Background: an optimization exercise with open tools, aiming at small area, a short achievable clock period and few clock cycles per item. Do not read the settings as production practice. The RTL was checked by simulation tests, not by an equivalence proof against the original design. Power figures rest on the tool's default switching activity, not on a simulated workload.

`flow/design.v`:
```
module bcu (
    input  wire         clk,
    input  wire         rst,             
    input  wire         cmd_valid,
    output wire         cmd_ready,
    input  wire [127:0] cmd,
    output wire         rsp_valid,
    input  wire         rsp_ready,
    output wire [127:0] rsp
);
    localparam CAP = 32;
    localparam F_INVALID_ID = 4'd1, F_VALUE_RANGE = 4'd2, F_TRUNCATED = 4'd3, F_RESERVED_SIZE = 4'd4,
               F_WIDTH_RANGE = 4'd5, F_OVERFLOW = 4'd6, F_ILLEGAL = 4'd7, F_ADDR_RANGE = 4'd8;
    reg [255:0] mem;                     
    reg [5:0]   len;                     
    reg [31:0]  pos;                     
    reg [7:0]   ent_id;
    reg [2:0]   ent_size;
    reg [31:0]  ent_value;
    reg         ent_valid;               
    reg         rv;
    reg [3:0]   r_status;
    reg         r_ent;                   
    reg [2:0]   r_size;                  
    reg         r_tl;                    
    reg         r_pos;                   
    reg [1:0]   r_k;
    reg         r_xoff;                  
    reg [55:0]  r_x;                     
    function [5:0] width_of;
        input [2:0] c;
        case (c)
            3'd0: width_of = 6'd0;
            3'd1: width_of = 6'd1;
            3'd2: width_of = 6'd2;
            3'd3: width_of = 6'd4;
            3'd4: width_of = 6'd8;
            3'd5: width_of = 6'd16;
            default: width_of = 6'd32;
        endcase
    endfunction
    function [2:0] classify;
        input [31:0] v;
        if (v == 32'd0)              classify = 3'd0;
        else if (v[31:1] == 31'd0)   classify = 3'd1;
        else if (v[31:2] == 30'd0)   classify = 3'd2;
        else if (v[31:4] == 28'd0)   classify = 3'd3;
        else if (v[31:8] == 24'd0)   classify = 3'd4;
        else if (v[31:16] == 16'd0)  classify = 3'd5;
        else                         classify = 3'd6;
    endfunction
    function rd_ok;
        input       hi;
        input [7:0] lo;
        input [5:0] l;
        rd_ok = !hi && ({1'b0, lo[7:3]} + 6'd8 <= l);
    endfunction
    function [6:0] grown;
        input [7:0] lo;
        input [5:0] l;
        reg   [5:0] need;
        reg   [5:0] gap;
        begin
            need = {1'b0, lo[7:3]} + 6'd8;
            gap  = need - l;
            if (need <= l) grown = {1'b0, l};
            else           grown = {1'b0, l} + {1'b0, (gap + 6'd7) & 6'b111000};
        end
    endfunction
    assign cmd_ready = ~rv | rsp_ready;
    assign rsp_valid = rv;
    wire   take      = cmd_valid & cmd_ready;
    wire [2:0]  o_size  = r_ent ? ent_size : r_size;
    wire [5:0]  o_tlen  = r_tl ? 6'd11 + width_of(o_size) : 6'd0;
    wire [7:0]  o_id    = r_ent ? ent_id : 8'd0;
    wire        o_valid = r_ent & ent_valid;
    wire [31:0] o_pos   = pos + {28'd0, r_k[1], 1'b0, r_k[0], r_k[0]};
    wire [31:0] o_off   = r_pos ? o_pos : (r_xoff ? r_x[31:0] : 32'd0);
    wire [55:0] o_data  = r_xoff ? 56'd0 : (r_ent ? {24'd0, ent_value} : r_x);
    assign rsp = {8'd0, o_data, o_off, o_valid, 1'b0, o_tlen, 5'd0, o_size, o_id, 4'd0, r_status};
    wire [7:0]  c_op   = cmd[7:0];
    wire [15:0] c_a    = cmd[23:8];
    wire [31:0] c_off  = cmd[55:24];
    wire [7:0]  c_rsv  = cmd[63:56];
    wire [63:0] c_data = cmd[127:64];
    wire a_z = (c_a == 16'd0);
    wire o_z = (c_off == 32'd0);
    wire d_z = (c_data == 64'd0);
    wire op_cls  = (c_op == 8'h01);
    wire op_wid  = (c_op == 8'h02);
    wire op_rdf  = (c_op == 8'h03);
    wire op_wrf  = (c_op == 8'h04);
    wire op_dec  = (c_op == 8'h05);
    wire op_enc  = (c_op == 8'h06);
    wire op_setp = (c_op == 8'h07);
    wire op_gst  = (c_op == 8'h08);
    wire op_gent = (c_op == 8'h09);
    wire op_clr  = (c_op == 8'h0A);
    wire op_push = (c_op == 8'h0B);
    wire op_pad  = (c_op == 8'h0C);
    wire op_bget = (c_op == 8'h0D);
    wire legal = (c_rsv == 8'd0) && (
                 (op_cls  && a_z && o_z) ||
                 (op_wid  && o_z && d_z) ||
                 (op_rdf  && d_z) ||
                  op_wrf ||
                 (op_dec  && a_z && o_z && d_z) ||
                 (op_enc  && o_z) ||
                 (op_setp && a_z && d_z) ||
                 (op_gst  && a_z && o_z && d_z) ||
                 (op_gent && a_z && o_z && d_z) ||
                 (op_clr  && o_z && d_z) ||
                 (op_push && o_z && d_z) ||
                 (op_pad  && o_z && d_z) ||
                 (op_bget && a_z && d_z));
    wire s_l  =  c_op[3] &  c_op[1];
    wire s_b  =  c_op[3] & ~c_op[1];
    wire s_p  = ~c_op[3] &  c_op[2] & (c_op[1] | c_op[0]);
    wire s_o  = ~c_op[3] & ~(c_op[2] & (c_op[1] | c_op[0]));
    wire s_rd =  c_op[0] & ~(c_op[3] & c_op[1]);             
    wire s_enc = ~c_op[3] & c_op[1];                          
    function [3:0] rowoh;
        input [4:0] b;
        input [2:0] j;
        reg   [7:0] oh;
        reg         c;
        reg   [1:0] r;
        begin
            oh = 8'd1 << b[2:0];
            c  = ~|(oh & ((8'd2 << j) - 8'd1));      
            r  = {b[4] ^ (b[3] & c), b[3] ^ c};
            rowoh = {r == 2'd3, r == 2'd2, r == 2'd1, r == 2'd0};
        end
    endfunction
    genvar gj;
    wire [4:0] wb_p = pos[7:3];
    wire [4:0] wb_o = c_off[7:3];
    wire [4:0] wb_b = c_off[4:0];
    wire [4:0] wb_l = len[4:0];
    wire [5:0] amt  = ({6{s_p}} & pos[5:0]) | ({6{s_o}} & c_off[5:0]) |
                      ({6{s_b}} & {c_off[2:0], 3'b000}) | ({6{s_l}} & {len[2:0], 3'b000});
    wire [3:0]  roh [0:7];
    wire [63:0] bankwin;                 
    generate
        for (gj = 0; gj < 8; gj = gj + 1) begin : g_bank
            assign roh[gj] = ({4{s_p}} & rowoh(wb_p, gj)) | ({4{s_o}} & rowoh(wb_o, gj)) |
                             ({4{s_b}} & rowoh(wb_b, gj)) | ({4{s_l}} & rowoh(wb_l, gj));
            assign bankwin[8*gj +: 8] = ({8{roh[gj][0]}} & mem[      8*gj +: 8]) |
                                        ({8{roh[gj][1]}} & mem[ 64 + 8*gj +: 8]) |
                                        ({8{roh[gj][2]}} & mem[128 + 8*gj +: 8]) |
                                        ({8{roh[gj][3]}} & mem[192 + 8*gj +: 8]);
        end
    endgenerate
    wire [2:0]  enc_c  = classify(c_data[31:0]);
    wire [5:0]  enc_w  = width_of(enc_c);
    wire [55:0] wr_val = s_o ? c_data[55:0] :
                               {c_data[55:43], c_data[31:0], enc_c, c_a[7:0]};
    wire [63:0] wr_rev;
    wire [63:0] rot_in;
    wire [63:0] wr_rot;
    generate
        for (gj = 0; gj < 64; gj = gj + 1) begin : g_rev
            if (gj < 8) assign wr_rev[gj] = 1'b0;
            else        assign wr_rev[gj] = wr_val[63 - gj];
        end
    endgenerate
    assign rot_in = s_rd ? bankwin : wr_rev;
    wire [127:0] rot_sh = {rot_in, rot_in} >> amt;
    wire [63:0]  rot    = rot_sh[63:0];
    wire [63:0]  rd_win = rot;           
    generate
        for (gj = 0; gj < 64; gj = gj + 1) begin : g_wrot
            assign wr_rot[gj] = rot[63 - gj];
        end
    endgenerate
    wire [6:0] ec;                       
    generate
        for (gj = 0; gj < 7; gj = gj + 1) begin : g_ec
            assign ec[gj] = (enc_c == gj);
        end
    endgenerate
    wire [6:0] encw_e0 = {1'b0, pos[5:0]} + 7'd11;
    wire [6:0] encw_e1 = {1'b0, pos[5:0]} + 7'd12;
    wire [6:0] encw_e2 = {1'b0, pos[5:0]} + 7'd13;
    wire [6:0] encw_e3 = {1'b0, pos[5:0]} + 7'd15;
    wire [6:0] encw_e4 = {1'b0, pos[5:0]} + 7'd19;
    wire [6:0] encw_e5 = {1'b0, pos[5:0]} + 7'd27;
    wire [6:0] encw_e6 = {1'b0, pos[5:0]} + 7'd43;
    wire [6:0] encw_end = ({7{ec[0]}} & encw_e0) | ({7{ec[1]}} & encw_e1) |
                          ({7{ec[2]}} & encw_e2) | ({7{ec[3]}} & encw_e3) |
                          ({7{ec[4]}} & encw_e4) | ({7{ec[5]}} & encw_e5) |
                          ({7{ec[6]}} & encw_e6);
    wire [6:0] wrf_end  = {1'b0, c_off[5:0]} + {1'b0, c_a[5:0]};
    wire [5:0] wr_end  = ({6{s_p}} & encw_end[5:0]) |
                         ({6{s_o}} & wrf_end[5:0]) |
                         ({6{s_l}} & {len[2:0] + 3'd1, 3'b000});
    wire       wr_wrap = (s_p & encw_end[6]) | (s_o & wrf_end[6]) | (s_l & (len[2:0] == 3'd7));
    wire [7:0] a_hi = 8'd1 << amt[5:3];
    wire [7:0] a_lo = 8'd1 << amt[2:0];
    wire [7:0] e_hi = 8'd1 << wr_end[5:3];
    wire [7:0] e_lo = 8'd1 << wr_end[2:0];
    wire [63:0] wr_mask;
    genvar gq, gb;
    generate
        for (gq = 0; gq < 8; gq = gq + 1) begin : g_mq
            for (gb = 0; gb < 8; gb = gb + 1) begin : g_mb
                wire ge = (|a_hi[gq:0] & ~a_hi[gq]) | (a_hi[gq] & |a_lo[gb:0]);
                wire lt = (|e_hi[7:gq] & ~e_hi[gq]) | (e_hi[gq] & ~|e_lo[gb:0]);
                assign wr_mask[8*gq + gb] = wr_wrap ? (ge | lt) : (ge & lt);
            end
        end
    endgenerate
    wire [8:0] p8lo  = {1'b0, pos[7:0]} + 9'd8;
    wire [8:0] p11lo = {1'b0, pos[7:0]} + 9'd11;
    wire hi_p0  = (pos[31:8]   != 24'd0);
    wire hi_p1  = hi_p0 | p8lo[8];
    wire hi_p2  = hi_p0 | p11lo[8];
    wire hi_off = (c_off[31:8] != 24'd0);
    wire ok_p0  = rd_ok(hi_p0,  pos[7:0],   len);
    wire ok_p1  = rd_ok(hi_p1,  p8lo[7:0],  len);
    wire ok_p2  = rd_ok(hi_p2,  p11lo[7:0], len);
    wire ok_off = rd_ok(hi_off, c_off[7:0], len);
    wire [6:0] gl_p2  = grown(p11lo[7:0], len);
    wire [6:0] gl_off = grown(c_off[7:0], len);
    wire ovf_p2  = hi_p2  || (gl_p2  > CAP);
    wire ovf_off = hi_off || (gl_off > CAP);
    wire [7:0]  d_id = rd_win[7:0];
    wire [2:0]  d_sz = rd_win[10:8];
    reg  [31:0] d_vmask;
    always @* begin
        case (d_sz)
            3'd0: d_vmask = 32'h0000_0000;
            3'd1: d_vmask = 32'h0000_0001;
            3'd2: d_vmask = 32'h0000_0003;
            3'd3: d_vmask = 32'h0000_000F;
            3'd4: d_vmask = 32'h0000_00FF;
            3'd5: d_vmask = 32'h0000_FFFF;
            default: d_vmask = 32'hFFFF_FFFF;
        endcase
    end
    wire [31:0] d_val = rd_win[42:11] & d_vmask;
    wire [63:0] a_mask = (c_a[5:0] > 6'd56) ? 64'd0 : ((64'd1 << c_a[5:0]) - 64'd1);
    wire [55:0] rdf_val = rd_win[55:0] & a_mask[55:0];
    wire        wrf_big = ((c_data & ~a_mask) != 64'd0);
    wire        a_gt56  = (c_a > 16'd56);
    wire [6:0]  dc;                      
    generate
        for (gj = 0; gj < 7; gj = gj + 1) begin : g_dc
            assign dc[gj] = (d_sz == gj);
        end
    endgenerate
    wire [6:0]  ncls    = s_enc ? ec : dc;
    wire [6:0]  pn_lo   = ({7{ncls[0]}} & encw_e0) | ({7{ncls[1]}} & encw_e1) |
                          ({7{ncls[2]}} & encw_e2) | ({7{ncls[3]}} & encw_e3) |
                          ({7{ncls[4]}} & encw_e4) | ({7{ncls[5]}} & encw_e5) |
                          ({7{ncls[6]}} & encw_e6);
    wire [25:0] pos_hi1 = pos[31:6] + 26'd1;
    wire [31:0] pos_new = {pn_lo[6] ? pos_hi1 : pos[31:6], pn_lo[5:0]};
    reg         n_write;                 
    reg         n_clear;                 
    reg         n_len_we;
    reg [5:0]   n_len;
    reg         n_pos_we;
    reg [31:0]  n_pos;
    reg         n_ent_we;
    reg         n_ent_dec;               
    reg         n_ent_set;               
    reg [3:0]   n_status;
    reg         n_ent;
    reg [2:0]   n_size;
    reg         n_tl;
    reg         n_rpos;
    reg [1:0]   n_k;                     
    reg         n_xoff;
    reg [55:0]  n_x;
    always @* begin
        n_write   = 1'b0;
        n_clear   = 1'b0;
        n_len_we  = 1'b0;
        n_len     = len;
        n_pos_we  = 1'b0;
        n_pos     = pos_new;
        n_ent_we  = 1'b0;
        n_ent_dec = 1'b0;
        n_ent_set = 1'b0;
        n_status  = 4'd0;
        n_ent     = 1'b0;
        n_size    = 3'd0;
        n_tl      = 1'b0;
        n_rpos    = 1'b0;
        n_k       = 2'b00;
        n_xoff    = 1'b0;
        n_x       = 56'd0;
        if (!legal) begin
            n_status = F_ILLEGAL;
        end else if (op_cls) begin
            if (c_data[63:32] != 32'd0)
                n_status = F_VALUE_RANGE;
            else begin
                n_size = enc_c;
                n_tl   = 1'b1;
                n_x    = {50'd0, enc_w};
            end
        end else if (op_wid) begin
            if (c_a >= 16'd7) begin
                n_status = F_RESERVED_SIZE;
                n_xoff   = 1'b1;
                n_x      = {40'd0, c_a};
            end else begin
                n_size = c_a[2:0];
                n_tl   = 1'b1;
                n_x    = {50'd0, width_of(c_a[2:0])};
            end
        end else if (op_rdf) begin
            if (a_gt56) begin
                n_status = F_WIDTH_RANGE;
                n_xoff   = 1'b1;
                n_x      = {40'd0, c_a};
            end else if (!ok_off) begin
                n_status = F_TRUNCATED;
                n_xoff   = 1'b1;
                n_x      = {24'd0, c_off};
            end else
                n_x = rdf_val;
        end else if (op_wrf) begin
            if (a_gt56) begin
                n_status = F_WIDTH_RANGE;
                n_xoff   = 1'b1;
                n_x      = {40'd0, c_a};
            end else if (wrf_big)
                n_status = F_VALUE_RANGE;
            else if (ovf_off) begin
                n_status = F_OVERFLOW;
                n_xoff   = 1'b1;
                n_x      = {24'd0, c_off};
            end else begin
                n_write  = 1'b1;
                n_len_we = 1'b1;
                n_len    = gl_off[5:0];
            end
        end else if (op_dec) begin
            if (!ok_p0) begin
                n_status = F_TRUNCATED;
                n_rpos   = 1'b1;
            end else if (d_id == 8'd0) begin
                n_ent_we = 1'b1;                 
                n_ent    = 1'b1;
                n_tl     = 1'b1;
                n_rpos   = 1'b1;
                n_k      = 2'b11;
            end else if (!ok_p1) begin
                n_status = F_TRUNCATED;
                n_rpos   = 1'b1;
                n_k      = 2'b10;
            end else if (d_sz == 3'd7) begin
                n_status = F_RESERVED_SIZE;
                n_rpos   = 1'b1;
                n_k      = 2'b10;
            end else if (!ok_p2) begin
                n_status = F_TRUNCATED;
                n_rpos   = 1'b1;
                n_k      = 2'b11;
            end else begin
                n_ent_we  = 1'b1;
                n_ent_dec = 1'b1;
                n_ent_set = 1'b1;
                n_pos_we  = 1'b1;
                n_ent     = 1'b1;
                n_tl      = 1'b1;
                n_rpos    = 1'b1;
            end
        end else if (op_enc) begin
            if (c_a == 16'd0 || c_a > 16'd255) begin
                n_status = F_INVALID_ID;
                n_xoff   = 1'b1;
                n_x      = {40'd0, c_a};
            end else if (c_data[63:32] != 32'd0)
                n_status = F_VALUE_RANGE;
            else if (ovf_p2) begin
                n_status = F_OVERFLOW;
                n_rpos   = 1'b1;
            end else begin
                n_write   = 1'b1;
                n_len_we  = 1'b1;
                n_len     = gl_p2[5:0];
                n_ent_we  = 1'b1;
                n_ent_set = 1'b1;
                n_pos_we  = 1'b1;
                n_ent     = 1'b1;
                n_tl      = 1'b1;
                n_rpos    = 1'b1;
            end
        end else if (op_setp) begin
            n_pos_we = 1'b1;
            n_pos    = c_off;
        end else if (op_gst) begin
            n_rpos = 1'b1;
            n_x    = {50'd0, len};
        end else if (op_gent) begin
            n_ent = 1'b1;
            n_tl  = 1'b1;
        end else if (op_clr) begin
            if (c_a > CAP)
                n_status = F_OVERFLOW;
            else begin
                n_clear  = 1'b1;
                n_len_we = 1'b1;
                n_len    = c_a[5:0];
                n_pos_we = 1'b1;
                n_pos    = 32'd0;
                n_ent_we = 1'b1;
            end
        end else if (op_push) begin
            if (c_a > 16'd255)
                n_status = F_VALUE_RANGE;
            else if (len == CAP)
                n_status = F_OVERFLOW;
            else begin
                n_write  = 1'b1;
                n_len_we = 1'b1;
                n_len    = len + 6'd1;
            end
        end else if (op_pad) begin
            if ({10'd0, len} + c_a > CAP)
                n_status = F_OVERFLOW;
            else begin
                n_len_we = 1'b1;
                n_len    = len + c_a[5:0];
            end
        end else begin                   
            if (c_off >= {26'd0, len}) begin
                n_status = F_ADDR_RANGE;
                n_xoff   = 1'b1;
                n_x      = {24'd0, c_off};
            end else
                n_x = {48'd0, rd_win[7:0]};
        end
    end
    wire do_write = take & n_write;
    wire do_clear = rst | (take & n_clear);
    wire [63:0] wr_merged = do_clear ? 64'd0 : ((wr_rot & wr_mask) | (bankwin & ~wr_mask));
    genvar gr;
    generate
        for (gr = 0; gr < 4; gr = gr + 1) begin : g_row
            for (gj = 0; gj < 8; gj = gj + 1) begin : g_col
                wire hit = do_clear | (do_write & roh[gj][gr]);
                always @(posedge clk) begin
                    if (hit)
                        mem[64*gr + 8*gj +: 8] <= wr_merged[8*gj +: 8];
                end
            end
        end
    endgenerate
    always @(posedge clk) begin
        if (rst) begin
            rv        <= 1'b0;
            len       <= 6'd8;
            pos       <= 32'd0;
            ent_id    <= 8'd0;
            ent_size  <= 3'd0;
            ent_value <= 32'd0;
            ent_valid <= 1'b0;
        end else begin
            if (take) begin
                rv <= 1'b1;
                if (n_len_we) len <= n_len;
                if (n_pos_we) pos <= n_pos;
                if (n_ent_we) begin
                    if (!n_ent_set) begin
                        ent_id    <= 8'd0;
                        ent_size  <= 3'd0;
                        ent_value <= 32'd0;
                        ent_valid <= 1'b0;
                    end else if (n_ent_dec) begin
                        ent_id    <= d_id;
                        ent_size  <= d_sz;
                        ent_value <= d_val;
                        ent_valid <= 1'b1;
                    end else begin
                        ent_id    <= c_a[7:0];
                        ent_size  <= enc_c;
                        ent_value <= c_data[31:0];
                        ent_valid <= 1'b1;
                    end
                end
            end else if (rsp_ready)
                rv <= 1'b0;
        end
    end
    always @(posedge clk) begin
        if (take) begin
            r_status <= n_status;
            r_ent    <= n_ent;
            r_size   <= n_size;
            r_tl     <= n_tl;
            r_pos    <= n_rpos;
            r_k      <= n_k;
            r_xoff   <= n_xoff;
            r_x      <= n_x;
        end
    end
endmodule
```
`flow/flow/run.sh`:
```
#!/bin/bash
# Layout flow: the standard flow, except that synthesis maps the logic with
# the ABC script in flow/abc_area.script (an area-oriented mapping) instead of
# ORFS's. Everything else, including the registers, is the standard synthesis.
set -euo pipefail
here=$(pwd)
rm -rf "$here/cs_scripts"
cp -r "$FLOW_HOME/scripts" "$here/cs_scripts"
cp "$here/flow/abc_area.script" "$here/cs_scripts/abc_area.script"
bash standard.sh SCRIPTS_DIR="$here/cs_scripts" ABC_AREA=1 synth > "$here/synth.log" 2>&1
bash standard.sh > "$here/layout.log" 2>&1
```
`flow/flow/abc_area.script`:
```
strash
&get -n
&fraig -x
&put
scorr
dc2
strash
&get -n
&dch -f
&nf
&put
buffer -c
topo
stime -c
upsize -c
dnsize -c
```
`flow/standard.sh`:
```
#!/bin/bash
# synth_recipe.tcl (not shown) runs the flow's synth.tcl, then flattens the netlist and writes it again
# the make line also repeats each setting of config.mk as NAME=value (left out here)
make -C /OpenROAD-flow-scripts/flow DESIGN_CONFIG=/design/flow/config.mk WORK_HOME=/design/flow/orfs CLKGATE_MAP_FILE= SYNTH_SCRIPT=/design/flow/synth_recipe.tcl "${@:-finish}"
```
`flow/config.mk`:
```
export PLATFORM = sky130hd
export DESIGN_NAME = bcu
export DESIGN_NICKNAME = bcu
export VERILOG_FILES = /design/flow/design.v
export SDC_FILE = /design/flow/constraint.sdc
export NUM_CORES = 8
export LEC_CHECK = 0
export ABC_AREA = 1
export CAP_MARGIN = 30
export CORE_MARGIN = 2
export CORE_UTILIZATION = 40
export SETUP_SLACK_MARGIN = 5
export SLEW_MARGIN = 20
export TNS_END_PERCENT = 0
```
`flow/constraint.sdc`:
```
create_clock -name core_clock -period 12.0 [get_ports {clk}]
set_input_delay 2.4000 -clock core_clock [delete_from_list [all_inputs] [get_ports {clk}]]
set_output_delay 2.4000 -clock core_clock [all_outputs]
set_load 0.01 [all_outputs]
```
==> results of run 1 <==
[sequential cells by signal (all words and copies together), names as in the netlist, 2 cells and up]
name	count
r_status	4
len	6
ent_id	8
mem	256
ent_value	32
pos	32
r_size	3
r_k	2
r_x	56
ent_size	3
[layout make-up]
class                      instances  area share
clock inverter                    27     0.00548
clock buffer                      60      0.0266
sequential                       408       0.238
multi-input combinational       3495       0.557
inverter                         115     0.00931
timing repair buffer             650       0.133
tap                             1176      0.0307
antenna                            5    0.000261
[per-stage QoR]
| step | setup slack [ns] | std cells | hold WS (ns) | util |
|---|---|---|---|---|
| 2_1_floorplan | 4.84 | 4343 | 0.427 | - |
| 3_3_place_gp | 2.32 | 5582 | 0.435 | 0.444 |
| 3_5_place_dp | 2.39 | 5597 | 0.441 | 0.446 |
| 4_1_cts | 4.85 | 5855 | 0.449 | 0.513 |
| 5_1_grt | 4.64 | 5931 | 0.481 | 0.532 |
| 6_report | 4.72 | 5936 | 0.449 | 0.532 |
[logic make-up after synthesis]
family | Yosys count
simple gates | 1462
compound gates | 1398
buf+inv | 448
flops | 408
mux | 352
fa+ha+maj | 145
xor+xnor | 109
other cells | 1
[worst max path at each step]
stage | cells after the start | endpoint
after CTS | 26 | pos[23]$_SDFFE_PP0P_
after global routing | 23 | pos[11]$_SDFFE_PP0P_
after global placement | 22 | pos[6]$_SDFFE_PP0P_
after detailed placement | 22 | pos[6]$_SDFFE_PP0P_
after floorplan | 19 | mem[128]$_DFFE_PP_
final | 19 | mem[199]$_DFFE_PP_
[per-layer routing]
metal / track usage / share of wire / up-vias
met1: 0.486 / 0.36 / 19600
met5: 0 / 0.00033 / -
li1: - / - / 17300
met2: 0.605 / 0.42 / 3140
met4: 0.292 / 0.093 / 10
met3: 0.122 / 0.12 / 919
[Yosys cell counts, types with 54 or more instances]
master | n | share of area
nor4_1 | 58 | 0.0099
and2_1 | 54 | 0.0093
dfxtp_1 | 83 | 0.046
buf_2 | 71 | 0.0097
nor2_1 | 352 | 0.036
edfxtp_1 | 325 | 0.27
nor3_1 | 170 | 0.023
nand3_1 | 83 | 0.011
clkbuf_1 | 172 | 0.018
xnor2_1 | 70 | 0.017
inv_1 | 112 | 0.012
o31ai_1 | 243 | 0.050
o21ai_0 | 330 | 0.045
a21oi_1 | 355 | 0.049
nand2_1 | 447 | 0.046
mux2i_1 | 328 | 0.090
ha_1 | 124 | 0.043
[worst max-delay path, stage by stage]
cell             delay (ns)
clkdlybuf4s15_2        0.42
buf_4                  0.42
nor3b_1                0.15
buf_4                  0.23
o41ai_4                0.28
and4_1                 0.28
nand4_1                0.23
a222oi_1               0.54
nand3_1                0.16
a2111oi_2              0.30
and4_1                 0.24
nand4_1                0.24
nor3_4                 0.31
a21oi_1                0.13
a311o_2                0.49
buf_6                  0.19
buf_16                 0.16
o21ai_0                0.16
buf_4                  0.21
[power by group through the flow]
stage | Combinational [mW] | Sequential (mW) | Clock [mW]
3_5_place_dp | 1.59 | 1.75 | 0
4_1_cts | 1.88 | 1.73 | 1.49
5_1_grt | 2.13 | 1.74 | 1.54
3_3_place_gp | 1.58 | 1.75 | 0
2_1_floorplan | 0.888 | 1.74 | 0
6_report | 2.11 | 1.74 | 1.49
[what timing repair did]
item,in CTS,in global routing
gates cloned,17,1
resized for setup,587,212
pin swaps,113,85
endpoints found under the hold margin,0,0
endpoints found under the setup margin,668,633
setup buffers,154,69
==> run_results.csv, run 1 <==
group,metric,value,unit
pwr,irDropWorstVdd,0.0924,mV
pwr,pwr-share-seq,0.326,
sta,worst_tran_pin_value,1.33,ns
drt,drt_pre_antenna_iters,10,
logic_synthesis,synth_compound_gate_area_share,0.248,
pwr,power_frac_comb,0.396,
floorplan,die-area,93700,sq um
hold_path,min_from,"ent_size[1]$_SDFFE_PP0P_",
placed_design,globalplace.congestion,1.08,
sta,rsz0062_at_grt,"yes",
finish,layout.nets,4983,
clock_network,clock_tree.root_cell,"clkbuf_16",
logic_synthesis,ys_async_sr_fraction,0,
setup_path,timing.setup.critical_path_class,"in -> reg",
global_routing,grt_pass1_vias,38300,
setup_path,critical_path.startpoint_type,"input pin",
drt,wirelength_routed,197000,um
clock_network,clk-insertion-delay-late,0.64,ns
clock_network,cts_max_path_buffers,3,
logic_synthesis,synth_ff_type,"edfxtp_1",
logic_synthesis,synthesis.area_per_instance,8.44,sq um
drt,drt_iter0_markers,6048,
floorplan,std_cell_rows,110,
logic_synthesis,synth_edf_count,325,
clock_network,holdBufCountCts,0,
placed_design,dp_hpwl,138000,um
finish,syn2layout_area_growth,31.4,%
pwr,cellPowerDensity,111,nW/um^2
logic_synthesis,ys.warnings.count,1,
sta,final-setup-viol-count,0,
pwr,clkPwrFrac,0.279,
finish,layout_commonest_cell,"nand2_1",
sta,max_freq,0.137,GHz
hold_path,holdPathEnd,"ent_size[1]$_SDFFE_PP0P_",
sta,max_slew_margin,0.0884,
clock_network,cts_sinks,408,
clock_network,cts_max_level,2,
placed_design,io_buffers,243,
drt,vias_per_cell,6.89,
floorplan,floorplan.core_area,90100,sq um
setup_path,r2r_cells,26,
setup_path,timing.critical_path.to_type,"register",
finish,final_layout_size_suffix_gt1_frac,0.226,
pwr,power.share.switching,0.391,
logic_synthesis,synth_top_family_by_area,"compound AO/OA/AOI/OAI gates",
hold_path,hold_depth,2,
pwr,power.total,5.33,mW
finish,layout.cell_area.non_filler,48000,sq um
setup_path,r2r_setup_slack,4.94,ns
setup_path,worstReg2RegEnd,"pos[6]$_SDFFE_PP0P_",
global_routing,grt.total_usage,0.402,
sta,timing.clock.skew,0.0460,ns
pwr,p_int,3.24,mW
sta,final-max-slew-violation-count,0,
logic_synthesis,synth_seq_cells,408,
setup_path,data_arrival_critical_path,7.58,ns
logic_synthesis,postSynthCellCount,4323,
floorplan,die-height,306,um
placed_design,placement.cell_area,40200,sq um
run,drv_cap,0,
logic_synthesis,synth_cell_types,113,
drt,average_wire_per_standard_cell,33.1,um
sta,report.final.hold_viol_count,0,
floorplan,io_pins,262,
sta,layout_min_cycle_time,7.28,ns
clock_network,clock_tree_from_tritoncts,"yes",
finish,multi_input_comb_area,26700,sq um
status,run_status,"timing/DRC/antenna clean",
drt,post-route-drc-count,0,
setup_path,worstPathMaxFanout,17,
sta,final.period_utilization,0.606,
pwr,p_leak,18.6,nW
drt,final_antenna_net_count,0,
setup_path,crit-reg2reg-launch,"len[1]$_SDFFE_PP0P_",
floorplan,chipWidth,306,um
floorplan,floorplan.initialDensity,0.405,
setup_path,critical_path_required,12.31,ns
drt,dr_total_vias,40900,
finish,most-common-layout-cells,"nand2_1 (440), nor2_1 (335), a21oi_1 (326)",
global_routing,wire_length_of_the_first_global_routing_pass,276000,um
sta,tns,0,ns
logic_synthesis,cell_area_synth,36500,sq um
hold_path,hold_path_class,"reg -> reg",
clock_network,clock_pin_slew_of_the_registers_on_the_worst_case_setup_and_hold_paths,0.06,ns
setup_path,worstSetupStartpoint,"cmd[8]",
clock_network,cts-buffers-inserted,47,
logic_synthesis,sequential_element_share_of_the_synthesized_area,0.313,
finish,ff_latch_area,11400,sq um
global_routing,grt_antenna_before_repair,10,
logic_synthesis,synthSimpleGateAreaFrac,0.205,
global_routing,grt_max_degree,72,
logic_synthesis,arithmetic_cell_share_of_the_synthesized_area_counting_full_adders_half_adders_and_majority_gates,0.0510,
finish,num-fill-cells,8272,
logic_synthesis,synth_xor_xnor_area_share,0.0264,
global_routing,grt_overflow_total,0,
pwr,switchingPower,2.09,mW
logic_synthesis,synth.mux.area_fraction,0.0987,
Testbench counts, summed over its fixed seeds: cycles 8,054, commands 8,046.
==> inputs of run 2 (changes only) <==
==> flow/flow/run.sh (replaced) <==
#!/bin/bash
# Layout flow: the standard flow (standard.sh), except that
#  - synthesis maps the logic with the ABC script in flow/abc_area.script
#    (an area-oriented mapping) instead of ORFS's; the registers and every
#    other synthesis step are the standard synthesis's;
#  - the port buffers are sky130_fd_sc_hd__buf_1 (ORFS picks a delay cell).
# Each step's full output goes to a log file in this folder (and ORFS's own
# logs under orfs/logs).
set -euo pipefail
here=$(pwd)
rm -rf "$here/cs_scripts"
cp -r "$FLOW_HOME/scripts" "$here/cs_scripts"
cp "$here/flow/abc_area.script" "$here/cs_scripts/abc_area.script"
bash standard.sh SCRIPTS_DIR="$here/cs_scripts" ABC_AREA=1 synth > "$here/synth.log" 2>&1
bash standard.sh "BUFFER_PORTS_ARGS=-buffer_cell sky130_fd_sc_hd__buf_1" finish > "$here/layout.log" 2>&1
==> flow/flow/abc_area.script (replaced) <==
strash
&get -n
&fraig -x
&put
scorr
dc2
strash
&get -n
&synch2
&nf -R 1000
&put
buffer -c
topo
stime -c
upsize -c
dnsize -c
--- a/flow/config.mk
+++ b/flow/config.mk
@@ -12,3 +12,2 @@
 export SETUP_SLACK_MARGIN = 5
 export SLEW_MARGIN = 20
-export TNS_END_PERCENT = 0
==> run_results.csv, run 2 <==
group,metric,value,unit
finish,layout.cell_area.non_filler,43500,sq um
logic_synthesis,netlist_top_cells_count,"nand2_1 (677), nor2_1 (561), a21oi_1 (359)",
clock_network,cts-buffers-inserted,46,
setup_path,timing.setup.critical_path_class,"in -> reg",
logic_synthesis,synth_seq_cells,408,
finish,final_cell_count_no_fill,5986,
sta,final-setup-viol-count,0,
logic_synthesis,post-synth-top-area-cell,"edfxtp_1",
placed_design,io_buffers,243,
placed_design,numPlacedInstances,5640,
setup_path,critPathTopFamily,"compound AO/OA/AOI/OAI gates",
drt,drt_iter0_markers,6510,
sta,final-max-slew-violation-count,0,
drt,final_antenna_net_count,0,
clock_network,clock_tree_from_tritoncts,"yes",
sta,rsz0062_at_grt,"yes",
clock_network,clock_tree.root_cell,"clkbuf_16",
setup_path,crit_path_frequent_cell,"nor2_1",
drt,average_wire_per_standard_cell,30.3,um
run,drv_cap,0,
logic_synthesis,netlist_top_cells_area,"edfxtp_1 (28%), nand2_1 (7.3%), mux2i_1 (6.1%)",
sta,report.final.hold_viol_count,0,
placed_design,globalplace.congestion,1.09,
logic_synthesis,ys_async_sr_fraction,0,
setup_path,critical_path.startpoint_type,"input pin",
logic_synthesis,synth_edf_count,325,
hold_path,hold_path_class,"reg -> reg",
hold_path,min_from,"ent_value[13]$_SDFFE_PP0P_",
placed_design,dp_hpwl,130000,um
setup_path,crit-reg2reg-launch,"pos[4]$_SDFFE_PP0P_",
clock_network,clk-insertion-delay-late,0.61,ns
sta,layout_min_cycle_time,7.29,ns
drt,post-route-drc-count,0,
finish,flip_flop_count_of_the_largest_register_after_layout,256,
clock_network,cts_sinks,408,
sta,worst_tran_pin_value,1.27,ns
sta,final.period_utilization,0.608,
sta,tns,0,ns
setup_path,data_arrival_critical_path,7.82,ns
global_routing,grt_overflow_total,0,
drt,vias_per_cell,6.58,
logic_synthesis,synth_ff_type,"edfxtp_1",
clock_network,cts_max_path_buffers,3,
drt,drt_pre_antenna_iters,7,
sta,max_freq,0.137,GHz
floorplan,std_cell_rows,107,
global_routing,grt.total_usage,0.385,
logic_synthesis,sequential_element_share_of_the_synthesized_area,0.330,
sta,max_slew_margin,0.129,
setup_path,worstSetupStartpoint,"cmd[24]",
drt,dr_total_vias,39400,
setup_path,worstPathMaxFanout,6,
global_routing,grt_pass1_vias,36200,
finish,largestRegisters,"mem (256), r_x (56)",
global_routing,grt_max_degree,67,
floorplan,io_pins,262,
finish,max_flop_register,"mem",
logic_synthesis,postSynthCellCount,4403,
finish,final_layout_size_suffix_gt1_frac,0.203,
logic_synthesis,post-synth-top-count-cell,"nand2_1",
logic_synthesis,cell_area_synth,34600,sq um
finish,finalCoreUtilization,0.510,
sta,timing.clock.skew,0.0317,ns
status,run_status,"timing/DRC/antenna clean",
finish,layout_commonest_cell,"nand2_1",
pwr,cellPowerDensity,118,nW/um^2
logic_synthesis,synth_cell_types,102,
setup_path,timing.critical_path.to_type,"register",
setup_path,crit_path_max_incr_delay,0.40,ns
pwr,p_leak,16.4,nW
clock_network,clock_pin_slew_of_the_registers_on_the_worst_case_setup_and_hold_paths,0.06,ns
finish,syn2layout_area_growth,25.9,%
setup_path,critical_path_required,12.53,ns
floorplan,floorplan.core_area,85400,sq um
setup_path,crit_path_top_delay_cell,"a222oi_1",
global_routing,grt_antenna_before_repair,12,
floorplan,die-height,298,um
clock_network,cts_max_level,2,
placed_design,placement.cell_area,36800,sq um
drt,wirelength_routed,181000,um
logic_synthesis,ys.warnings.count,1,
logic_synthesis,synthesis.area_per_instance,7.85,sq um
logic_synthesis,synth.top_cell.area_share,0.282,
pwr,irDropWorstVdd,0.109,mV
setup_path,critical_path.n_buffers_inverters,8,
floorplan,chipWidth,298,um
finish,layout.nets,5069,
sta,finalHoldWorstSlack,0.455,ns
global_routing,wire_length_of_the_first_global_routing_pass,253000,um
floorplan,die-area,88800,sq um
floorplan,floorplan.initialDensity,0.405,
finish,most-common-layout-cells,"nand2_1 (646), nor2_1 (524), edfxtp_1 (325)",
[run 2: changes by cell type in the layout (fill, tap and decap cells not counted), moves of 67 or more]
cell | before | now
clkdlybuf4s50_1 | 196 | 0
buf_1 | 0 | 230
nor2_1 | 335 | 524
o31ai_2 | 80 | 5
o21ai_0 | 292 | 225
o31ai_1 | 144 | 18
mux2i_1 | 285 | 182
nand2_1 | 440 | 646
o21ai_2 | 29 | 106
[run 2: metal layers]
metal	part of all wire	track usage	vias to the layer above
met2	0.42	0.575	2970
met5	0.00018	0	-
met1	0.36	0.481	18700
li1	-	-	16900
met3	0.12	0.0982	842
met4	0.092	0.282	4
[run 2: worst paths after layout]
| path | to | slack (ns) | cells after the start |
|---|---|---|---|
| worst min register to register | ent_value[13]$_SDFFE_PP0P_ | 0.45 | 2 |
| worst max register to register | ent_value[1]$_SDFFE_PP0P_ | 4.83 | 35 |
| worst min-delay path | ent_value[13]$_SDFFE_PP0P_ | 0.45 | 2 |
| worst max-delay path | ent_value[1]$_SDFFE_PP0P_ | 4.71 | 34 |
[run 2: through the flow]
| step | total power [mW] | worst slack [ns] |
|---|---|---|
| 2_1_floorplan | 2.59 | 5.07 |
| 3_5_place_dp | 3.20 | 1.90 |
| 4_1_cts | 4.90 | 4.87 |
| 5_1_grt | 5.24 | 4.49 |
| 3_3_place_gp | 3.19 | 1.93 |
| 6_report | 5.12 | 4.71 |
[run 2: cell type report]
cell class              instances  area [sq um]
diodes                          4          10.0
clock buffers                  54          1210
clock inverters                29           375
fillers                      8333         41900
inverters                     102           425
multi-input cells            3611         24000
flip-flops and latches        408         11400
well taps                    1144          1430
repair buffers                634          4650
[run 2: worst register-to-register path: cells and delay by family (launching register included)]
family                     cells  cell delay, ns
adders and majority gates      2            0.74
AOI/OAI and AO/OA             12            2.60
xor gates and xnor gates       1            0.18
DFF                            1            0.60
buffers and inverters          7            1.20
and+or+nand+nor               11            1.48
muxes                          2            0.31
[run 2: power by group]
part,total (mW),switching (mW),internal [mW]
sequential,1.72,0.0375,1.68
clock,1.50,0.602,0.896
combinational,1.90,1.29,0.611
[run 2: cells by family (layout without fill, tap and decap cells)]
logic type      Yosys count  count (layout)  synth area share
simple gates           1818            1823             0.234
compound gates         1255            1262             0.227
buf+inv                 416             819            0.0521
flops                   408             408             0.330
mux                     221             221            0.0650
fa+ha+maj               168             168            0.0605
xor+xnor                116             116            0.0309
other cells               1              25          0.000108
[run 2: repair_timing]
| item | 4_1_cts | 5_1_grt |
|---|---|---|
| hold buffers | 0 | 0 |
| setup buffers | 144 | 83 |
| setup endpoints to repair | 658 | 592 |
| resized for setup | 413 | 258 |
| cloned | 19 | 7 |
| pin swaps | 142 | 102 |
==> inputs of run 3 (changes only) <==
--- a/flow/config.mk
+++ b/flow/config.mk
@@ -12,2 +12,3 @@
 export SETUP_SLACK_MARGIN = 5
 export SLEW_MARGIN = 20
+export TNS_END_PERCENT = 0
==> run_results.csv, run 3 <==
group,metric,value,unit
setup_path,critical_path_required,12.29,ns
global_routing,global_route.usage.met2,0.574,
global_routing,wire_length_of_the_first_global_routing_pass,250000,um
finish,layout.nets,4998,
logic_synthesis,ys.warnings.count,1,
logic_synthesis,synth_ff_type,"edfxtp_1",
global_routing,grt_overflow_total,0,
clock_network,clock_tree_from_tritoncts,"yes",
drt,post-route-drc-count,0,
finish,ff_latch_area,11400,sq um
clock_network,cts_sinks,408,
pwr,power.total,5.03,mW
global_routing,grt_max_degree,67,
logic_synthesis,netlist_top_cells_area,"edfxtp_1 (28%), nand2_1 (7.3%), mux2i_1 (6.1%)",
clock_network,cts_max_level,2,
pwr,clkPwrFrac,0.298,
clock_network,cts_max_path_buffers,3,
floorplan,chipWidth,298,um
finish,layout.cell_area.non_filler,42100,sq um
finish,syn2layout_area_growth,21.7,%
finish,final_layout_size_suffix_gt1_frac,0.169,
clock_network,holdBufCountCts,0,
finish,most-common-layout-cells,"nand2_1 (650), nor2_1 (534), a21oi_1 (329)",
pwr,irDropWorstVdd,0.108,mV
global_routing,grt_antenna_before_repair,7,
placed_design,placement.cell_area,36800,sq um
finish,flip_flop_count_of_the_largest_register_after_layout,256,
pwr,cellPowerDensity,120,nW/um^2
drt,dr_total_vias,39000,
logic_synthesis,post-synth-top-area-cell,"edfxtp_1",
floorplan,die-height,298,um
pwr,p_int,3.14,mW
sta,final-max-slew-violation-count,0,
logic_synthesis,post-synth-top-count-cell,"nand2_1",
status,run_status,"timing/DRC/antenna clean",
drt,final_antenna_net_count,0,
floorplan,std_cell_rows,107,
global_routing,grt.met3_usage,0.0871,
logic_synthesis,synthesis.area_per_instance,7.85,sq um
pwr,pwr-share-seq,0.342,
sta,final-setup-viol-count,0,
sta,finalWorstSetupSlack,4.58,ns
placed_design,globalplace.congestion,1.09,
finish,num-fill-cells,8461,
setup_path,worstPathMaxFanout,17,
logic_synthesis,synth_cell_types,102,
global_routing,grt.total_usage,0.380,
setup_path,critical_path.startpoint_type,"input pin",
logic_synthesis,netlist_top_cells_count,"nand2_1 (677), nor2_1 (561), a21oi_1 (359)",
finish,max_flop_register,"mem",
sta,final.period_utilization,0.619,
setup_path,crit-reg2reg-launch,"pos[1]$_SDFFE_PP0P_",
drt,wirelength_routed,179000,um
floorplan,die-area,88800,sq um
sta,max_freq,0.135,GHz
setup_path,worstReg2RegEnd,"mem[225]$_DFFE_PP_",
sta,tns,0,ns
drt,average_wire_per_standard_cell,30.2,um
logic_synthesis,synth_seq_cells,408,
placed_design,place_ws,1.90,ns
drt,drt_pre_antenna_iters,9,
floorplan,io_pins,262,
setup_path,timing.critical_path.to_type,"register",
setup_path,r2r_setup_slack,4.71,ns
sta,report.final.hold_viol_count,0,
finish,layout_commonest_cell,"nand2_1",
hold_path,holdPathEnd,"ent_value[13]$_SDFFE_PP0P_",
placed_design,io_buffers,243,
sta,timing.clock.skew,0.0316,ns
placed_design,numPlacedInstances,5640,
clock_network,clock_tree.root_cell,"clkbuf_16",
sta,layout_min_cycle_time,7.42,ns
clock_network,cts-buffers-inserted,46,
pwr,switchingPower,1.89,mW
logic_synthesis,sequential_element_share_of_the_synthesized_area,0.330,
hold_path,min_from,"ent_value[13]$_SDFFE_PP0P_",
sta,rsz0062_at_grt,"yes",
floorplan,floorplan.core_area,85400,sq um
logic_synthesis,cell_area_synth,34600,sq um
drt,vias_per_cell,6.60,
pwr,power.share.switching,0.376,
finish,finalCoreUtilization,0.493,
logic_synthesis,synth_edf_count,325,
finish,multi_input_comb_area,23300,sq um
run,drv_cap,0,
sta,max_slew_margin,0.245,
finish,largestRegisters,"mem (256), r_x (56)",
logic_synthesis,postSynthCellCount,4403,
setup_path,data_arrival_critical_path,7.71,ns
drt,drt_iter0_markers,6204,
finish,final_cell_count_no_fill,5916,
sta,finalHoldWorstSlack,0.460,ns
global_routing,grt_util_met1,0.481,
logic_synthesis,synth.top_cell.area_share,0.282,
pwr,p_leak,15.9,nW
global_routing,grt_most_used_layer,"met2",
hold_path,hold_path_class,"reg -> reg",
hold_path,hold_depth,2,
setup_path,r2r_cells,22,
pwr,power_frac_comb,0.360,
setup_path,timing.setup.critical_path_class,"in -> reg",
placed_design,dp_hpwl,130000,um
global_routing,grt_pass1_vias,35800,
clock_network,clock_pin_slew_of_the_registers_on_the_worst_case_setup_and_hold_paths,0.06,ns
logic_synthesis,ys_async_sr_fraction,0,
floorplan,floorplan.initialDensity,0.405,
sta,worst_tran_pin_value,1.13,ns
clock_network,clk-insertion-delay-late,0.61,ns
## run 3: cell types whose count changed in the layout (fill, tap and decap cells not counted), moves of 10 or more
cell     delta
buf_4      -47
o21ai_0    +20
o21ai_2    -18
a21oi_1    +17
buf_6      -15
nor2_1     +10
## run 3: final cells by class
cell class                      instances  share of cell area
Inverter                              102             0.00934
Antenna cell                            5            0.000297
Tap cell                             1144              0.0340
Timing Repair Buffer                  565              0.0931
Sequential cell                       408               0.271
Multi-Input combinational cell       3609               0.554
Clock inverter                         29             0.00892
Clock buffer                           54              0.0288
## run 3: power by group through the flow
| stage | clock network, mW | registers [mW] | logic (mW) |
|---|---|---|---|
| global placement | 0 | 1.75 | 1.45 |
| CTS | 1.51 | 1.72 | 1.62 |
| floorplan | 0 | 1.73 | 0.855 |
| detailed placement | 0 | 1.75 | 1.46 |
| finish | 1.50 | 1.72 | 1.81 |
| global route | 1.56 | 1.73 | 1.86 |
## run 3: how the worst max path moves through the flow
stage                     startpoint                   endpoint  cells after the start
after floorplan              cmd[25]       pos[23]$_SDFFE_PP0P_                     30
after global placement        cmd[1]       pos[15]$_SDFFE_PP0P_                     29
after detailed placement      cmd[1]       pos[15]$_SDFFE_PP0P_                     29
after CTS                    cmd[10]          mem[80]$_DFFE_PP_                     23
after global routing         cmd[24]  ent_value[7]$_SDFFE_PP0P_                     32
final                        cmd[82]         mem[122]$_DFFE_PP_                     16
## run 3: logic make-up (layout without fill, tap and decap cells)
family	Yosys count	count (layout)	share of synthesized area
AND/OR/NAND/NOR	1818	1821	0.234
AO/OA/AOI/OAI	1255	1262	0.227
buffers and inverters	416	750	0.0521
flip-flops	408	408	0.330
multiplexers	221	221	0.0650
adder cells (fa/ha/maj)	168	168	0.0605
XOR/XNOR	116	116	0.0309
other	1	26	0.000108
## run 3: layer usage
layer / vias up / wire, um
li1: 16800 / -
met4: 0 / 16200
met2: 2952 / 75400
met3: 798 / 21400
met5: - / 0
met1: 18500 / 65600
## run 3: timing repair
action,CTS,global route
gates cloned,13,8
setup buffers,106,52
setup endpoints to repair,658,622
pin swaps,100,139
gates resized for setup,295,181
endpoints found under the hold margin,0,0
## run 3: critical path, cell delays in order
cell and delay (ns):
buf_1 0.35, nor4_2 0.34, and4_4 0.40, buf_4 0.24, nand4_1 0.43, nor2_1 0.28, nand2_1 0.27, o21ai_0 0.62
nand2_1 0.21, and3_1 0.43, or3_1 0.48, nor2_1 0.13, o21ai_0 0.10, a21oi_1 0.34, mux2i_1 0.49, nor2_1 0.18
==> inputs of run 4 (changes only) <==
--- a/flow/config.mk
+++ b/flow/config.mk
@@ -10,4 +10,5 @@
 export CORE_MARGIN = 2
 export CORE_UTILIZATION = 40
+export CTS_BUF_LIST = sky130_fd_sc_hd__clkbuf_8
 export SETUP_SLACK_MARGIN = 5
 export SLEW_MARGIN = 20
==> run_results.csv, run 4 <==
group,metric,value,unit
status,run_status,"timing/DRC/antenna clean",
logic_synthesis,ys.warnings.count,1,
sta,max_slew_margin,0.206,
drt,average_wire_per_standard_cell,29.8,um
sta,timing.clock.skew,0.0627,ns
setup_path,critical_path.startpoint_type,"input pin",
floorplan,floorplan.initialDensity,0.405,
drt,drt_pre_antenna_iters,8,
pwr,pwr-share-seq,0.362,
run,drv_cap,0,
clock_network,clock_pin_slew_of_the_registers_on_the_worst_case_setup_and_hold_paths,0.06,ns
floorplan,die-area,88800,sq um
placed_design,globalplace.congestion,1.09,
finish,num-fill-cells,8654,
drt,post-route-drc-count,0,
setup_path,data_arrival_critical_path,7.79,ns
clock_network,cts_max_path_buffers,3,
pwr,cellPowerDensity,116,nW/um^2
clock_network,holdBufCountCts,0,
setup_path,crit_path_top_delay_cell,"a21oi_1",
sta,rsz0062_at_grt,"yes",
floorplan,io_pins,262,
sta,finalWorstSetupSlack,4.64,ns
clock_network,clk-insertion-delay-late,0.73,ns
drt,drt_iter0_markers,6202,
finish,multi_input_comb_area,22900,sq um
clock_network,clock_tree.root_cell,"clkbuf_8",
logic_synthesis,synth_edf_count,325,
finish,finalCoreUtilization,0.479,
finish,syn2layout_area_growth,18.4,%
placed_design,io_buffers,243,
finish,layout.cell_area.non_filler,41000,sq um
floorplan,std_cell_rows,107,
floorplan,chipWidth,298,um
logic_synthesis,synth_seq_cells,408,
logic_synthesis,cell_area_synth,34600,sq um
logic_synthesis,synth.top_cell.area_share,0.282,
finish,flip_flop_count_of_the_largest_register_after_layout,256,
finish,layout.nets,4980,
hold_path,hold_path_class,"reg -> reg",
sta,layout_min_cycle_time,7.36,ns
placed_design,place_ws,1.90,ns
sta,final.period_utilization,0.613,
placed_design,dp_hpwl,130000,um
global_routing,grt_max_degree,67,
global_routing,grt_overflow_total,0,
pwr,switchingPower,1.88,mW
sta,max_freq,0.136,GHz
finish,ff_latch_area,11400,sq um
placed_design,placement.cell_area,36800,sq um
global_routing,grt_pass1_vias,35700,
drt,vias_per_cell,6.51,
pwr,irDropWorstVdd,0.108,mV
drt,dr_total_vias,38500,
floorplan,die-height,298,um
pwr,p_int,2.87,mW
setup_path,timing.setup.critical_path_class,"in -> reg",
setup_path,critical_path_required,12.43,ns
global_routing,wire_length_of_the_first_global_routing_pass,249000,um
logic_synthesis,synth_cell_types,102,
global_routing,grt.total_usage,0.379,
logic_synthesis,netlist_top_cells_count,"nand2_1 (677), nor2_1 (561), a21oi_1 (359)",
logic_synthesis,post-synth-top-area-cell,"edfxtp_1",
clock_network,cts-buffers-inserted,73,
logic_synthesis,ys_async_sr_fraction,0,
logic_synthesis,postSynthCellCount,4403,
pwr,clkPwrFrac,0.274,
global_routing,grt_antenna_before_repair,10,
clock_network,clock_tree_from_tritoncts,"yes",
pwr,power_frac_comb,0.365,
floorplan,floorplan.core_area,85400,sq um
pwr,power.share.switching,0.396,
sta,report.final.hold_viol_count,0,
sta,final-max-slew-violation-count,0,
sta,worst_tran_pin_value,1.19,ns
logic_synthesis,netlist_top_cells_area,"edfxtp_1 (28%), nand2_1 (7.3%), mux2i_1 (6.1%)",
drt,wirelength_routed,176000,um
pwr,p_leak,15.6,nW
finish,most-common-layout-cells,"nand2_1 (654), nor2_1 (545), a21oi_1 (336)",
setup_path,timing.critical_path.to_type,"register",
sta,final-setup-viol-count,0,
finish,final_layout_size_suffix_gt1_frac,0.151,
clock_network,cts_sinks,408,
sta,tns,0,ns
drt,final_antenna_net_count,0,
logic_synthesis,post-synth-top-count-cell,"nand2_1",
logic_synthesis,sequential_element_share_of_the_synthesized_area,0.330,
finish,max_flop_register,"mem",
finish,largestRegisters,"mem (256), r_x (56)",
finish,layout_commonest_cell,"nand2_1",
logic_synthesis,synth_ff_type,"edfxtp_1",
logic_synthesis,synthesis.area_per_instance,7.85,sq um
setup_path,worstPathMaxFanout,12,
setup_path,crit_path_max_incr_delay,0.52,ns
clock_network,cts_max_level,3,
-- run 4: path summary, 6_finish.rpt --
| path | depth (start not counted) | to | from | slack (ns) |
|---|---|---|---|---|
| max | 28 | r_tl$_SDFFCE_PN0P_ | cmd[26] | 4.64 |
| min | 2 | ent_value[13]$_SDFFE_PP0P_ | ent_value[13]$_SDFFE_PP0P_ | 0.45 |
| max reg2reg | 22 | mem[225]$_DFFE_PP_ | pos[1]$_SDFFE_PP0P_ | 4.77 |
| min reg2reg | 2 | ent_value[13]$_SDFFE_PP0P_ | ent_value[13]$_SDFFE_PP0P_ | 0.45 |
-- run 4: critical path: cells and delay by family --
kind                       cells  cell delay (ns)
AOI/OAI and AO/OA             14             2.97
and+or+nand+nor                8             1.33
buffers and inverters          4             0.63
adders and majority gates      1             0.24
xor gates and xnor gates       1             0.20
-- run 4: through the flow --
step                      instances  power [mW]  hold slack [ns]
final                          5918        4.76            0.452
after floorplan                4423        2.59            0.427
after global routing           5914        4.90            0.485
after detailed placement       5640        3.20            0.446
after global placement         5630        3.19            0.442
after CTS                      5869        4.63            0.454
-- run 4: cell families after synthesis --
logic type | synth area share
DFF | 0.330
and+or+nand+nor | 0.234
buffers and inverters | 0.0521
xor gates and xnor gates | 0.0309
other | 0.000108
adders and majority gates | 0.0605
muxes | 0.0650
AOI/OAI and AO/OA | 0.227
-- run 4: timing repair --
action	in CTS	in global routing
pin swaps	84	56
gates resized for setup	261	103
endpoints found under the hold margin	0	0
endpoints found under the setup margin	657	621
setup buffers	89	33
cloned	10	2
-- run 4: power groups by stage --
stage,clock network (mW),registers (mW),logic [mW]
final,1.30,1.72,1.74
after global routing,1.38,1.73,1.79
after CTS,1.32,1.72,1.59
after detailed placement,0,1.75,1.46
after global placement,0,1.75,1.45
after floorplan,0,1.73,0.855
-- run 4: layout make-up --
cell class              count  area share
clock buffers              78      0.0262
well taps                1144      0.0350
diodes                      5    0.000306
repair buffers            520      0.0819
inverters                 102     0.00950
multi-input cells        3609       0.560
clock inverters            52     0.00819
flip-flops and latches    408       0.279
-- run 4: layer usage --
| metal | global-route usage | vias to the layer above | wire, um |
|---|---|---|---|
| li1 | - | 16700 | - |
| met1 | 0.481 | 18300 | 65000 |
| met2 | 0.568 | 2805 | 74700 |
| met3 | 0.0860 | 695 | 21400 |
| met4 | 0.268 | 2 | 15000 |
| met5 | 0 | - | 10 |
==> inputs of run 5 (changes only) <==
--- a/flow/config.mk
+++ b/flow/config.mk
@@ -9,5 +9,5 @@
 export CAP_MARGIN = 30
 export CORE_MARGIN = 2
-export CORE_UTILIZATION = 40
+export CORE_UTILIZATION = 50
 export CTS_BUF_LIST = sky130_fd_sc_hd__clkbuf_8
 export SETUP_SLACK_MARGIN = 5
==> run_results.csv, run 5 <==
group,metric,value,unit
status,run_status,"timing/DRC/antenna clean",
drt,drt_iter0_markers,6107,
clock_network,clock_tree_from_tritoncts,"yes",
global_routing,grt_pass1_vias,34800,
clock_network,clock_tree.root_cell,"clkbuf_8",
setup_path,critPathTopFamily,"compound AO/OA/AOI/OAI gates",
hold_path,min_from,"ent_value[13]$_SDFFE_PP0P_",
sta,timing.clock.skew,0.0650,ns
floorplan,floorplan.core_area,68600,sq um
pwr,p_int,2.94,mW
clock_network,cts_max_path_buffers,3,
drt,post-route-drc-count,0,
finish,final_layout_size_suffix_gt1_frac,0.174,
setup_path,critical_path_depth,33,
clock_network,cts_max_level,3,
global_routing,grt_antenna_before_repair,11,
drt,dr_total_vias,39100,
sta,tns,0,ns
finish,layout.nets,5036,
floorplan,die-area,71300,sq um
floorplan,io_pins,262,
placed_design,dp_hpwl,126000,um
logic_synthesis,synthesis.area_per_instance,7.85,sq um
sta,rsz0062_at_grt,"yes",
floorplan,std_cell_rows,96,
placed_design,numPlacedInstances,5432,
logic_synthesis,postSynthCellCount,4403,
global_routing,grt_max_degree,67,
logic_synthesis,synth_ff_type,"edfxtp_1",
sta,report.final.hold_viol_count,0,
pwr,pwr-share-seq,0.354,
finish,final_cell_count_no_fill,5756,
sta,finalWorstSetupSlack,4.70,ns
placed_design,place_ws,2.04,ns
clock_network,clock_pin_slew_of_the_registers_on_the_worst_case_setup_and_hold_paths,0.06,ns
floorplan,chipWidth,267,um
logic_synthesis,ys_async_sr_fraction,0,
finish,flip_flop_count_of_the_largest_register_after_layout,256,
logic_synthesis,synth.top_cell.area_share,0.282,
sta,max_slew_margin,0.119,
setup_path,timing.setup.critical_path_class,"in -> reg",
sta,max_freq,0.137,GHz
sta,finalHoldWorstSlack,0.455,ns
pwr,power.share.switching,0.395,
setup_path,critical_path.startpoint_type,"input pin",
logic_synthesis,synth_cell_types,102,
finish,num-fill-cells,6363,
setup_path,worstSetupStartpoint,"cmd[3]",
sta,final-setup-viol-count,0,
setup_path,r2r_cells,32,
global_routing,grt_overflow_total,0,
pwr,power_frac_comb,0.376,
pwr,power.total,4.86,mW
sta,final.period_utilization,0.609,
hold_path,holdPathEnd,"ent_value[13]$_SDFFE_PP0P_",
run,drv_cap,0,
setup_path,crit_path_max_incr_delay,0.44,ns
setup_path,crit_path_top_delay_cell,"a222oi_1",
setup_path,worstPathMaxFanout,7,
pwr,clkPwrFrac,0.270,
placed_design,placement.cell_area,36600,sq um
logic_synthesis,cell_area_synth,34600,sq um
finish,syn2layout_area_growth,20.6,%
logic_synthesis,ys.warnings.count,1,
setup_path,r2r_setup_slack,4.94,ns
clock_network,cts_sinks,408,
pwr,switchingPower,1.92,mW
sta,layout_min_cycle_time,7.30,ns
finish,most-common-layout-cells,"nand2_1 (654), nor2_1 (535), a21oi_1 (327)",
drt,final_antenna_net_count,0,
finish,max_flop_register,"mem",
pwr,cellPowerDensity,116,nW/um^2
drt,average_wire_per_standard_cell,30.1,um
placed_design,io_buffers,243,
logic_synthesis,post-synth-top-count-cell,"nand2_1",
global_routing,wire_length_of_the_first_global_routing_pass,238000,um
global_routing,grt.total_usage,0.459,
drt,drt_pre_antenna_iters,7,
finish,finalCoreUtilization,0.608,
clock_network,clk-insertion-delay-late,0.73,ns
drt,vias_per_cell,6.80,
setup_path,data_arrival_critical_path,7.91,ns
logic_synthesis,post-synth-top-area-cell,"edfxtp_1",
logic_synthesis,synth_seq_cells,408,
pwr,p_leak,16.0,nW
placed_design,globalplace.congestion,1.09,
setup_path,crit-reg2reg-launch,"pos[4]$_SDFFE_PP0P_",
setup_path,critical_path.n_buffers_inverters,8,
logic_synthesis,synth_edf_count,325,
clock_network,cts-buffers-inserted,70,
sta,worst_tran_pin_value,1.31,ns
logic_synthesis,netlist_top_cells_count,"nand2_1 (677), nor2_1 (561), a21oi_1 (359)",
setup_path,crit_path_frequent_cell,"buf_6",
hold_path,hold_depth,2,
setup_path,timing.critical_path.to_type,"register",
drt,wirelength_routed,173000,um
finish,layout.cell_area.non_filler,41700,sq um
finish,layout_commonest_cell,"nand2_1",
setup_path,worstReg2RegEnd,"ent_value[28]$_SDFFE_PP0P_",
setup_path,critical_path_required,12.61,ns
pwr,irDropWorstVdd,0.118,mV
finish,largestRegisters,"mem (256), r_x (56)",
floorplan,floorplan.initialDensity,0.504,
hold_path,hold_path_class,"reg -> reg",
logic_synthesis,netlist_top_cells_area,"edfxtp_1 (28%), nand2_1 (7.3%), mux2i_1 (6.1%)",
floorplan,die-height,267,um
logic_synthesis,sequential_element_share_of_the_synthesized_area,0.330,
sta,final-max-slew-violation-count,0,
[run 5: cell counts after synthesis]
No cell type changed its count.
[run 5: repair_timing]
item | in CTS | in global routing
setup buffers | 63 | 113
hold endpoints to repair | 0 | 0
endpoints found under the setup margin | 651 | 552
pin swaps | 43 | 153
resized for setup | 239 | 245
hold buffers | 0 | 0
gates cloned | 3 | 14
[run 5: final cells by class]
class	instances	area (sq um)	area share
flip-flops and latches	408	11400	0.274
inverters	102	404	0.00969
repair buffers	584	3920	0.0939
well taps	931	1160	0.0279
multi-input cells	3604	23400	0.561
clock inverters	46	362	0.00867
diodes	7	17.5	0.000420
clock buffers	74	1020	0.0244
[run 5: power groups by stage]
stage / clock, mW / sequential (mW) / combinational [mW]
floorplan: 0 / 1.73 / 0.855
global placement: 0 / 1.75 / 1.45
detailed placement: 0 / 1.75 / 1.46
CTS: 1.32 / 1.72 / 1.57
global route: 1.37 / 1.73 / 1.86
finish: 1.31 / 1.72 / 1.83
[run 5: layer usage]
layer	share of wire	track usage	vias to the layer above
met5	0.00049	0	-
met4	0.098	0.352	6
met3	0.12	0.108	849
met2	0.42	0.687	3074
met1	0.36	0.574	18400
li1	-	-	16800
[run 5: logic make-up after synthesis]
group,share of synthesized area
other,0.000108
flip-flops,0.330
multiplexers,0.0650
AO/OA/AOI/OAI,0.227
AND/OR/NAND/NOR,0.234
adder cells (fa/ha/maj),0.0605
XOR/XNOR,0.0309
buffers and inverters,0.0521
[run 5: worst reg2reg max path, delay by kind of cell, from the launching register on]
kind / cells / cell delay, ns
simple gates: 9 / 1.60
xor+xnor: 1 / 0.21
fa+ha+maj: 2 / 0.60
flops: 1 / 0.51
compound gates: 14 / 2.92
buf+inv: 6 / 1.09
[run 5: worst max path at each step]
stage,to,slack [ns]
2_1_floorplan,pos[23]$_SDFFE_PP0P_,5.07
3_3_place_gp,ent_value[9]$_SDFFE_PP0P_,2.11
3_5_place_dp,ent_value[12]$_SDFFE_PP0P_,2.04
4_1_cts,mem[84]$_DFFE_PP_,4.86
5_1_grt,ent_value[11]$_SDFFE_PP0P_,4.50
6_report,ent_value[28]$_SDFFE_PP0P_,4.70
==> inputs of run 6 (changes only) <==
--- a/flow/config.mk
+++ b/flow/config.mk
@@ -9,6 +9,6 @@
 export CAP_MARGIN = 30
 export CORE_MARGIN = 2
-export CORE_UTILIZATION = 50
-export CTS_BUF_LIST = sky130_fd_sc_hd__clkbuf_8
+export CORE_UTILIZATION = 40
+export CTS_BUF_LIST = sky130_fd_sc_hd__clkbuf_4
 export SETUP_SLACK_MARGIN = 5
 export SLEW_MARGIN = 20
==> run_results.csv, run 6 <==
group,metric,value,unit
status,run_status,"timing/DRC/antenna clean",
hold_path,hold_path_class,"reg -> reg",
hold_path,min_from,"ent_value[13]$_SDFFE_PP0P_",
finish,most-common-layout-cells,"nand2_1 (653), nor2_1 (535), a21oi_1 (332)",
clock_network,cts_max_path_buffers,3,
finish,layout.cell_area.non_filler,41400,sq um
hold_path,holdPathEnd,"ent_value[13]$_SDFFE_PP0P_",
logic_synthesis,sequential_element_share_of_the_synthesized_area,0.330,
sta,max_slew_margin,0.174,
clock_network,cts-buffers-inserted,110,
pwr,irDropWorstVdd,0.0851,mV
setup_path,critical_path_required,12.90,ns
sta,tns,0,ns
floorplan,die-area,88800,sq um
drt,final_antenna_net_count,0,
setup_path,critical_path.n_buffers_inverters,4,
clock_network,cts_max_level,3,
logic_synthesis,synth_cell_types,102,
global_routing,grt_pass1_vias,35600,
clock_network,clock_pin_slew_of_the_registers_on_the_worst_case_setup_and_hold_paths,0.06,ns
drt,post-route-drc-count,0,
finish,syn2layout_area_growth,19.8,%
setup_path,data_arrival_critical_path,7.98,ns
clock_network,clock_tree.root_cell,"clkbuf_4",
logic_synthesis,netlist_top_cells_count,"nand2_1 (677), nor2_1 (561), a21oi_1 (359)",
setup_path,timing.critical_path.to_type,"register",
sta,finalWorstSetupSlack,4.92,ns
finish,layout.nets,5034,
setup_path,critical_path.startpoint_type,"input pin",
setup_path,worstPathMaxFanout,22,
floorplan,floorplan.initialDensity,0.405,
logic_synthesis,ys.warnings.count,1,
global_routing,grt_overflow_total,0,
global_routing,wire_length_of_the_first_global_routing_pass,246000,um
sta,rsz0062_at_grt,"yes",
clock_network,cts_sinks,408,
floorplan,io_pins,262,
drt,dr_total_vias,39200,
placed_design,numPlacedInstances,5640,
floorplan,chipWidth,298,um
finish,max_flop_register,"mem",
setup_path,crit_path_max_incr_delay,0.37,ns
drt,drt_pre_antenna_iters,9,
setup_path,critPathTopFamily,"compound AO/OA/AOI/OAI gates",
run,drv_cap,0,
sta,max_freq,0.141,GHz
sta,final.period_utilization,0.590,
floorplan,die-height,298,um
global_routing,grt_antenna_before_repair,11,
clock_network,clk-insertion-delay-late,1.01,ns
logic_synthesis,postSynthCellCount,4403,
finish,final_layout_size_suffix_gt1_frac,0.176,
sta,layout_min_cycle_time,7.08,ns
setup_path,worstReg2RegEnd,"ent_id[0]$_SDFFE_PP0P_",
setup_path,timing.setup.critical_path_class,"in -> reg",
logic_synthesis,synth_edf_count,325,
logic_synthesis,netlist_top_cells_area,"edfxtp_1 (28%), nand2_1 (7.3%), mux2i_1 (6.1%)",
logic_synthesis,ys_async_sr_fraction,0,
hold_path,hold_depth,2,
setup_path,crit-reg2reg-launch,"pos[4]$_SDFFE_PP0P_",
sta,final-max-slew-violation-count,0,
logic_synthesis,synthesis.area_per_instance,7.85,sq um
sta,worst_tran_pin_value,1.23,ns
global_routing,grt.total_usage,0.373,
finish,layout_commonest_cell,"nand2_1",
finish,largestRegisters,"mem (256), r_x (56)",
setup_path,crit_path_top_delay_cell,"a31oi_4",
pwr,cellPowerDensity,114,nW/um^2
floorplan,floorplan.core_area,85400,sq um
sta,finalHoldWorstSlack,0.457,ns
finish,final_cell_count_no_fill,6000,
==> run 6: area by class of cell <==
class | instances | area (sq um)
antenna | 8 | 20.0
clock buffer | 153 | 1150
clock inverter | 39 | 221
fill | 8611 | 44000
inverter | 102 | 402
multi-input combinational | 3611 | 23300
sequential | 408 | 11400
tap | 1144 | 1430
timing repair buffer | 535 | 3510
==> run 6: power breakdown <==
group	internal, mW	leakage, nW	switching, mW
Sequential	1.68	3.97	0.0377
Clock	0.615	0.816	0.632
Combinational	0.536	11.0	1.23
==> run 6: tightest hold or removal path: stages (launching register included) <==
cell	delay, ns
dfxtp_1	0.31
nand2_1	0.05
a21oi_1	0.05
==> run 6: logic make-up after synthesis <==
| kind of cell | after synthesis | share of synthesized area |
|---|---|---|
| other | 1 | 0.000108 |
| buffers and inverters | 416 | 0.0521 |
| AND/OR/NAND/NOR | 1818 | 0.234 |
| multiplexers | 221 | 0.0650 |
| adder cells (fa/ha/maj) | 168 | 0.0605 |
| flip-flops | 408 | 0.330 |
| AO/OA/AOI/OAI | 1255 | 0.227 |
| XOR/XNOR | 116 | 0.0309 |
==> run 6: worst max path at each step <==
| stage | startpoint | to | slack, ns | cells after the start |
|---|---|---|---|---|
| detailed placement | cmd[1] | pos[15]$_SDFFE_PP0P_ | 1.90 | 29 |
| CTS | cmd[26] | pos[23]$_SDFFE_PP0P_ | 4.89 | 33 |
| finish | cmd[26] | ent_id[0]$_SDFFE_PP0P_ | 4.92 | 30 |
| global placement | cmd[1] | pos[15]$_SDFFE_PP0P_ | 1.93 | 29 |
| global route | cmd[26] | ent_value[10]$_SDFFE_PP0P_ | 4.72 | 34 |
| floorplan | cmd[25] | pos[23]$_SDFFE_PP0P_ | 5.07 | 30 |
==> run 6: per-layer routing <==
| layer | share of wire | up-vias | global-route usage |
|---|---|---|---|
| met2 | 0.42 | 3000 | 0.561 |
| met5 | 0.000090 | - | 0 |
| met1 | 0.37 | 18500 | 0.472 |
| met4 | 0.088 | 2 | 0.265 |
| met3 | 0.12 | 766 | 0.0823 |
| li1 | - | 16900 | - |
==> run 6: repair_timing <==
item | 4_1_cts | 5_1_grt
endpoints found under the setup margin | 614 | 594
pin swaps | 21 | 117
resized for setup | 151 | 280
gates cloned | 4 | 12
hold buffers | 0 | 0
setup buffers | 43 | 94

Check on run 6: ideal ports give 4.918 ns setup slack; a clkbuf_16 on the clock port and buf_2 on the inputs give 4.929 ns; moving port delays by the midpoint clock arrival (1.012 ns) as well gives 3.929 ns.
